From an optimization exercise on the open Yosys and OpenROAD flow, aimed at small area; shortcuts taken in it are not production practice.
In this exercise RTL edits were held to simulation tests only and were not proved equivalent to the original.
Power and IR drop assume default switching activity.

Design smc_dbcodec, start of the top module:
module smc_dbcodec (
    input  wire        clk,
    input  wire        rst,
    input  wire        in_valid,
    input  wire        in_gain,
    input  wire [63:0] in_db,
    output reg         out_valid,
    output reg  [15:0] out_word,
    output reg         out_nan
);
    wire        sgn  = in_db[63];
    wire [10:0] e    = in_db[62:52];
    wire [51:0] frac = in_db[51:0];
    wire f_lo   = |frac[37:0];
    wire f_mid  = |frac[45:38];
    wire is_nan = (&e) & (f_lo | f_mid | (|frac[51:46]));
    wire big    = e[10] & ((|e[9:3]) | (e[2] & e[1]));              
    wire ge1015 = e[10] | ((&e[9:4]) & (e[3] | (&e[2:0])));         
    wire in_rng = ge1015 & ~big;
    wire ge1026 = e[10] & (|e[9:1]);                                 
    wire [3:0]  rs = in_rng ? (4'd5 - e[3:0]) : 4'd15;
    wire [14:0] t0 = {1'b1, frac[51:38]};
    wire [14:0] t1 = rs[3] ? {8'b0, t0[14:8]} : t0;
    wire [14:0] t2 = rs[2] ? {4'b0, t1[14:4]} : t1;
    wire [14:0] t3 = rs[1] ? {2'b0, t2[14:2]} : t2;
    wire [14:0] a  = rs[0] ? {1'b0, t3[14:1]} : t3;
    wire sticky = f_lo | (rs[3] & f_mid) | (rs[2] & (|t1[3:0])) |
                  (rs[1] & (|t2[1:0])) | (rs[0] & t3[0]);
    wire [7:0] lo_p;            
    wire [7:0] lo_w;
    assign lo_w[0] = ~a[0] ^ sticky;
  ...
Settings: LEC_CHECK=0, ABC_AREA=1, CAP_MARGIN=20, CORE_MARGIN=2, CORE_UTILIZATION=40, CTS_BUF_LIST=sky130_fd_sc_hd__clkbuf_4, CTS_CLUSTER_DIAMETER=200, CTS_CLUSTER_SIZE=30, SLEW_MARGIN=20; clock period 8.0 ns.
standard.sh (not shown) runs the stock make flow with config.mk's settings and CLKGATE_MAP_FILE= SYNTH_SCRIPT=/design/flow/synth_recipe.tcl, a recipe that flattens the netlist after the stock synthesis.
==> flow/flow/run.sh <==
#!/bin/bash
# Own layout flow:
#  2. candidate netlists: the standard netlist's combinational logic mapped again with
#     area-oriented ABC scripts, and a structure-keeping synthesis of the design mapped with the
#     same scripts (its registers renamed after the standard ones, matched by the net they drive);
#     each candidate must be proven equivalent to the standard netlist, the smallest is kept;
#  3. the standard layout flow on that netlist, with the smallest buffer on the ports.
# Each tool writes its full output to its own log file here.
set -uo pipefail
WORK=$(pwd)
export FLOWDIR="$WORK/flow"
YOSYS="$FLOW_HOME/../tools/install/yosys/bin/yosys"
[[ -x "$YOSYS" ]] || YOSYS=yosys
export LIB="$FLOW_HOME/platforms/sky130hd/lib/sky130_fd_sc_hd__tt_025C_1v80.lib"
R="$WORK/orfs/results/$FLOW_PLATFORM/smc_dbcodec/base"

bash standard.sh synth > "$WORK/std_synth.log" 2>&1 || exit 1

C="$WORK/cand"
mkdir -p "$C"
cp "$R/1_2_yosys.v" "$C/std.v"
cd "$C"
for s in "$FLOWDIR"/scripts/*.abc; do
  n=$(basename "$s" .abc)
  ( OUT="$C/remap_$n.v" SCRIPT="$s" "$YOSYS" -c "$FLOWDIR/remap.tcl" > "$WORK/yosys_remap_$n.log" 2>&1 ) &
  ( OUT="$C/own_$n.raw.v" SCRIPT="$s" "$YOSYS" -c "$FLOWDIR/own.tcl" > "$WORK/yosys_own_$n.log" 2>&1 &&
    python3 "$FLOWDIR/rename_ff.py" "$C/std.v" "$C/own_$n.raw.v" "$C/own_$n.v" > "$WORK/rename_own_$n.log" 2>&1 &&
    cp "$C/own_$n.raw.v.stat" "$C/own_$n.v.stat" ) &
  while (( $(jobs -r | wc -l) >= ${NUM_CORES:-4} )); do sleep 1; done
done
wait

# check each candidate against the standard netlist; keep the smallest that passes
best=""; best_area=""
pick() {
  for v in "$@"; do
    [[ "$v" == *.raw.v ]] && continue
    [[ -f "$v" && -f "$v.stat" ]] || continue
    n=$(basename "$v" .v)
    if grep -qE 'lpflow_|probe_p|probec_p' "$v"; then continue; fi
    if grep -qE '\\[^ ]*[/:]' "$v"; then continue; fi
    CAND="$v" "$YOSYS" -c "$FLOWDIR/equiv.tcl" > "$WORK/yosys_equiv_$n.log" 2>&1 || continue
    grep -q "SUCCESS" "$WORK/yosys_equiv_$n.log" || continue
    a=$(awk '/Chip area/ {print $NF}' "$v.stat")
    echo "$n $a" >> "$WORK/candidates.txt"
    if [[ -z "$best" ]] || awk "BEGIN{exit !($a < $best_area)}"; then best="$v"; best_area="$a"; fi
  done
}
pick "$C"/remap_*.v "$C"/own_*.v

# second round: map the best candidate again
if [[ -n "$best" ]]; then
  cp "$best" "$C/round1.v"
  for s in "$FLOWDIR"/scripts/s[1-4].abc; do
    n=$(basename "$s" .abc)
    ( OUT="$C/again_$n.v" SCRIPT="$s" IN="$C/round1.v" "$YOSYS" -c "$FLOWDIR/remap.tcl" > "$WORK/yosys_again_$n.log" 2>&1 ) &
  done
  wait
  pick "$C"/again_*.v
fi
cd "$WORK"
echo "chosen: ${best:-standard} ${best_area}" >> "$WORK/candidates.txt"

if [[ -n "$best" ]]; then
  cp "$best" "$R/1_2_yosys.v"
  rm -f "$R/1_synth.odb" "$R/1_synth.sdc"
fi
bash standard.sh "BUFFER_PORTS_ARGS=-buffer_cell sky130_fd_sc_hd__buf_1" finish > "$WORK/std_layout.log" 2>&1
==> flow/flow/common.tcl <==
# shared by remap.tcl and own.tcl: the don't-use cells and the final clean-up
set dont_use {}
set f [open $::env(LIB) r]
foreach {- name} [regexp -all -inline {cell\s*\(\s*"?(sky130_fd_sc_hd__(?:lpflow_\w+|probec?_p_8))"?\s*\)} [read $f]] {
  lappend dont_use -dont_use $name
}
close $f
proc finish_netlist {} {
  yosys opt_clean -purge
  yosys hilomap -singleton -hicell sky130_fd_sc_hd__conb_1 HI -locell sky130_fd_sc_hd__conb_1 LO
  yosys setundef -zero
  yosys splitnets
  yosys opt_clean -purge
  yosys insbuf -buf sky130_fd_sc_hd__buf_1 A X
  yosys read_liberty -lib $::env(LIB)
  yosys tee -o $::env(OUT).stat stat -liberty $::env(LIB)
  yosys check -assert
  yosys write_verilog -noattr -nohex -nodec $::env(OUT)
}
==> flow/flow/remap.tcl <==
# map again the combinational logic of the standard netlist (registers kept as they are)
source $::env(FLOWDIR)/common.tcl
yosys read_liberty -ignore_miss_func $::env(LIB)
yosys blackbox sky130_fd_sc_hd__dfxtp_1
if {[info exists ::env(IN)]} { yosys read_verilog $::env(IN) } else { yosys read_verilog std.v }
yosys hierarchy -top $::env(FLOW_TOP)
yosys flatten
yosys opt_clean -purge
yosys abc -script $::env(SCRIPT) -liberty $::env(LIB) {*}$dont_use
finish_netlist
==> flow/flow/rename_ff.py <==
#!/usr/bin/env python3
"""rename_ff.py STD CAND OUT: give each flip-flop in CAND the instance name of the flip-flop in
STD whose Q pin drives the same net; fail unless the two sets of flip-flops then match one to one
with the same cell types."""
import re, sys

FF = re.compile(r'^(\s*)(sky130_fd_sc_hd__(?:df|sdf|edf)\w+)\s+(\S+)\s*\((.*?)\);', re.M | re.S)


def flops(text):
    out = {}
    for m in FF.finditer(text):
        q = re.search(r'\.Q\(\s*(.*?)\s*\)', m.group(4))
        if not q:
            sys.exit('flip-flop without Q: ' + m.group(3))
        out[q.group(1)] = (m.group(2), m.group(3))
    return out


std = open(sys.argv[1]).read()
cand = open(sys.argv[2]).read()
fs, fc = flops(std), flops(cand)
if set(fs) != set(fc):
    sys.exit('flip-flop Q nets differ')
for q in fs:
    if fs[q][0] != fc[q][0]:
        sys.exit('cell type differs for ' + q)


def sub(m):
    q = re.search(r'\.Q\(\s*(.*?)\s*\)', m.group(4)).group(1)
    return f'{m.group(1)}{m.group(2)} {fs[q][1]} ({m.group(4)});'


new = FF.sub(sub, cand)
names = sorted(n for _, n in flops(new).values())
if names != sorted(n for _, n in fs.values()):
    sys.exit('names differ after renaming')
open(sys.argv[3], 'w').write(new)
==> flow/flow/scripts/s7.abc <==
strash
&get -n
&deepsyn -T 30 -S 5
&put
dch
amap
==> flow/flow/scripts/s8.abc <==
strash
amap
mfs2 -a -W 6 -M 5000
strash
dch
amap
Other scripts of this flow, unchanged in this note and not shown: flow/flow/equiv.tcl, flow/flow/own.tcl, flow/flow/scripts/s1.abc, flow/flow/scripts/s2.abc, flow/flow/scripts/s3.abc, flow/flow/scripts/s4.abc, flow/flow/scripts/s5.abc, flow/flow/scripts/s6.abc
==> next run, changes <==
--- a/flow/flow/run.sh
+++ b/flow/flow/run.sh
@@ -32,30 +32,15 @@
 
-# check each candidate against the standard netlist; keep the smallest that passes
 best=""; best_area=""
-pick() {
-  for v in "$@"; do
-    [[ "$v" == *.raw.v ]] && continue
-    [[ -f "$v" && -f "$v.stat" ]] || continue
-    n=$(basename "$v" .v)
-    if grep -qE 'lpflow_|probe_p|probec_p' "$v"; then continue; fi
-    if grep -qE '\\[^ ]*[/:]' "$v"; then continue; fi
-    CAND="$v" "$YOSYS" -c "$FLOWDIR/equiv.tcl" > "$WORK/yosys_equiv_$n.log" 2>&1 || continue
-    grep -q "SUCCESS" "$WORK/yosys_equiv_$n.log" || continue
-    a=$(awk '/Chip area/ {print $NF}' "$v.stat")
-    echo "$n $a" >> "$WORK/candidates.txt"
-    if [[ -z "$best" ]] || awk "BEGIN{exit !($a < $best_area)}"; then best="$v"; best_area="$a"; fi
-  done
-}
-pick "$C"/remap_*.v "$C"/own_*.v
-
-# second round: map the best candidate again
-if [[ -n "$best" ]]; then
-  cp "$best" "$C/round1.v"
-  for s in "$FLOWDIR"/scripts/s[1-4].abc; do
-    n=$(basename "$s" .abc)
-    ( OUT="$C/again_$n.v" SCRIPT="$s" IN="$C/round1.v" "$YOSYS" -c "$FLOWDIR/remap.tcl" > "$WORK/yosys_again_$n.log" 2>&1 ) &
-  done
-  wait
-  pick "$C"/again_*.v
-fi
+for v in "$C"/remap_*.v "$C"/own_*.v; do
+  [[ "$v" == *.raw.v ]] && continue
+  [[ -f "$v" && -f "$v.stat" ]] || continue
+  n=$(basename "$v" .v)
+  if grep -qE 'lpflow_|probe_p|probec_p' "$v"; then continue; fi
+  if grep -qE '\\[^ ]*[/:]' "$v"; then continue; fi
+  CAND="$v" "$YOSYS" -c "$FLOWDIR/equiv.tcl" > "$WORK/yosys_equiv_$n.log" 2>&1 || continue
+  grep -q "SUCCESS" "$WORK/yosys_equiv_$n.log" || continue
+  a=$(awk '/Chip area/ {print $NF}' "$v.stat")
+  echo "$n $a" >> "$WORK/candidates.txt"
+  if [[ -z "$best" ]] || awk "BEGIN{exit !($a < $best_area)}"; then best="$v"; best_area="$a"; fi
+done
 cd "$WORK"
@@ -67,2 +52,2 @@
 fi
-bash standard.sh "BUFFER_PORTS_ARGS=-buffer_cell sky130_fd_sc_hd__buf_1" finish > "$WORK/std_layout.log" 2>&1
+bash standard.sh "BUFFER_PORTS_ARGS=-buffer_cell sky130_fd_sc_hd__buf_1" "CTS_ARGS=-buf_list sky130_fd_sc_hd__clkbuf_4 -root_buf sky130_fd_sc_hd__clkbuf_4 -sink_clustering_enable -sink_clustering_size 30 -sink_clustering_max_diameter 500 -sink_clustering_levels 1 -repair_clock_nets" finish > "$WORK/std_layout.log" 2>&1
--- a/flow/flow/remap.tcl
+++ b/flow/flow/remap.tcl
@@ -4,3 +4,3 @@
 yosys blackbox sky130_fd_sc_hd__dfxtp_1
-if {[info exists ::env(IN)]} { yosys read_verilog $::env(IN) } else { yosys read_verilog std.v }
+yosys read_verilog std.v
 yosys hierarchy -top $::env(FLOW_TOP)
removed: flow/flow/scripts/s7.abc
removed: flow/flow/scripts/s8.abc
After rerunning: Design area stays flat; total power fell by about 1.7%; non-clock buffer count falls by 1; flip-flop and latch count does not change; cell count goes up by about 1%; clock-buffer cell count stays the same; wire length came out lower by about 6%; combinational power is about the same.
==> next run, changes <==
--- a/flow/flow/run.sh
+++ b/flow/flow/run.sh
@@ -52,2 +52,2 @@
 fi
-bash standard.sh "BUFFER_PORTS_ARGS=-buffer_cell sky130_fd_sc_hd__buf_1" "CTS_ARGS=-buf_list sky130_fd_sc_hd__clkbuf_4 -root_buf sky130_fd_sc_hd__clkbuf_4 -sink_clustering_enable -sink_clustering_size 30 -sink_clustering_max_diameter 500 -sink_clustering_levels 1 -repair_clock_nets" finish > "$WORK/std_layout.log" 2>&1
+bash standard.sh "BUFFER_PORTS_ARGS=-buffer_cell sky130_fd_sc_hd__buf_1" "CTS_ARGS=-buf_list sky130_fd_sc_hd__clkbuf_8 -root_buf sky130_fd_sc_hd__clkbuf_8 -repair_clock_nets" finish > "$WORK/std_layout.log" 2>&1
Outcome: The changed run went through all stages and came out clean. Global-route usage hardly moves. Combinational power stays flat. Final area increases slightly. Die area is unchanged. Worst hold slack gains 0.046 ns. Power came out higher by about a fifth. Maximum frequency stays flat.

[re-timing with driven ports]
The results above use ideal ports. As a check the final layouts listed here were re-extracted and re-timed, cells and wires unchanged.
Step 1 assumes that a clkbuf_16 drives the clock port and a buf_2 every other input.
Step 2 also shifts input and output timing later by t, the mid clock arrival at the registers, as if the neighbouring blocks saw the same clock.
a / b / c = no drivers / after step 1 / after step 2; a / b = the first two.
run | shift t [ns] | setup WS [ns] | slew at the worst register clock pin (ns)
the first run | 0.311 | 1.493 / 1.486 / 1.175 | 0.10 / 0.10
the second run | 0.301 | 0.893 / 0.891 / 0.589 | 0.09 / 0.09
the third run | 0.268 | 0.883 / 0.885 / 0.618 | 0.06 / 0.06
After both steps setup and hold are still met in every run listed. The setup slack of the first run, which loses most, moves by -0.007 ns with the drivers and by -0.318 ns with both steps.
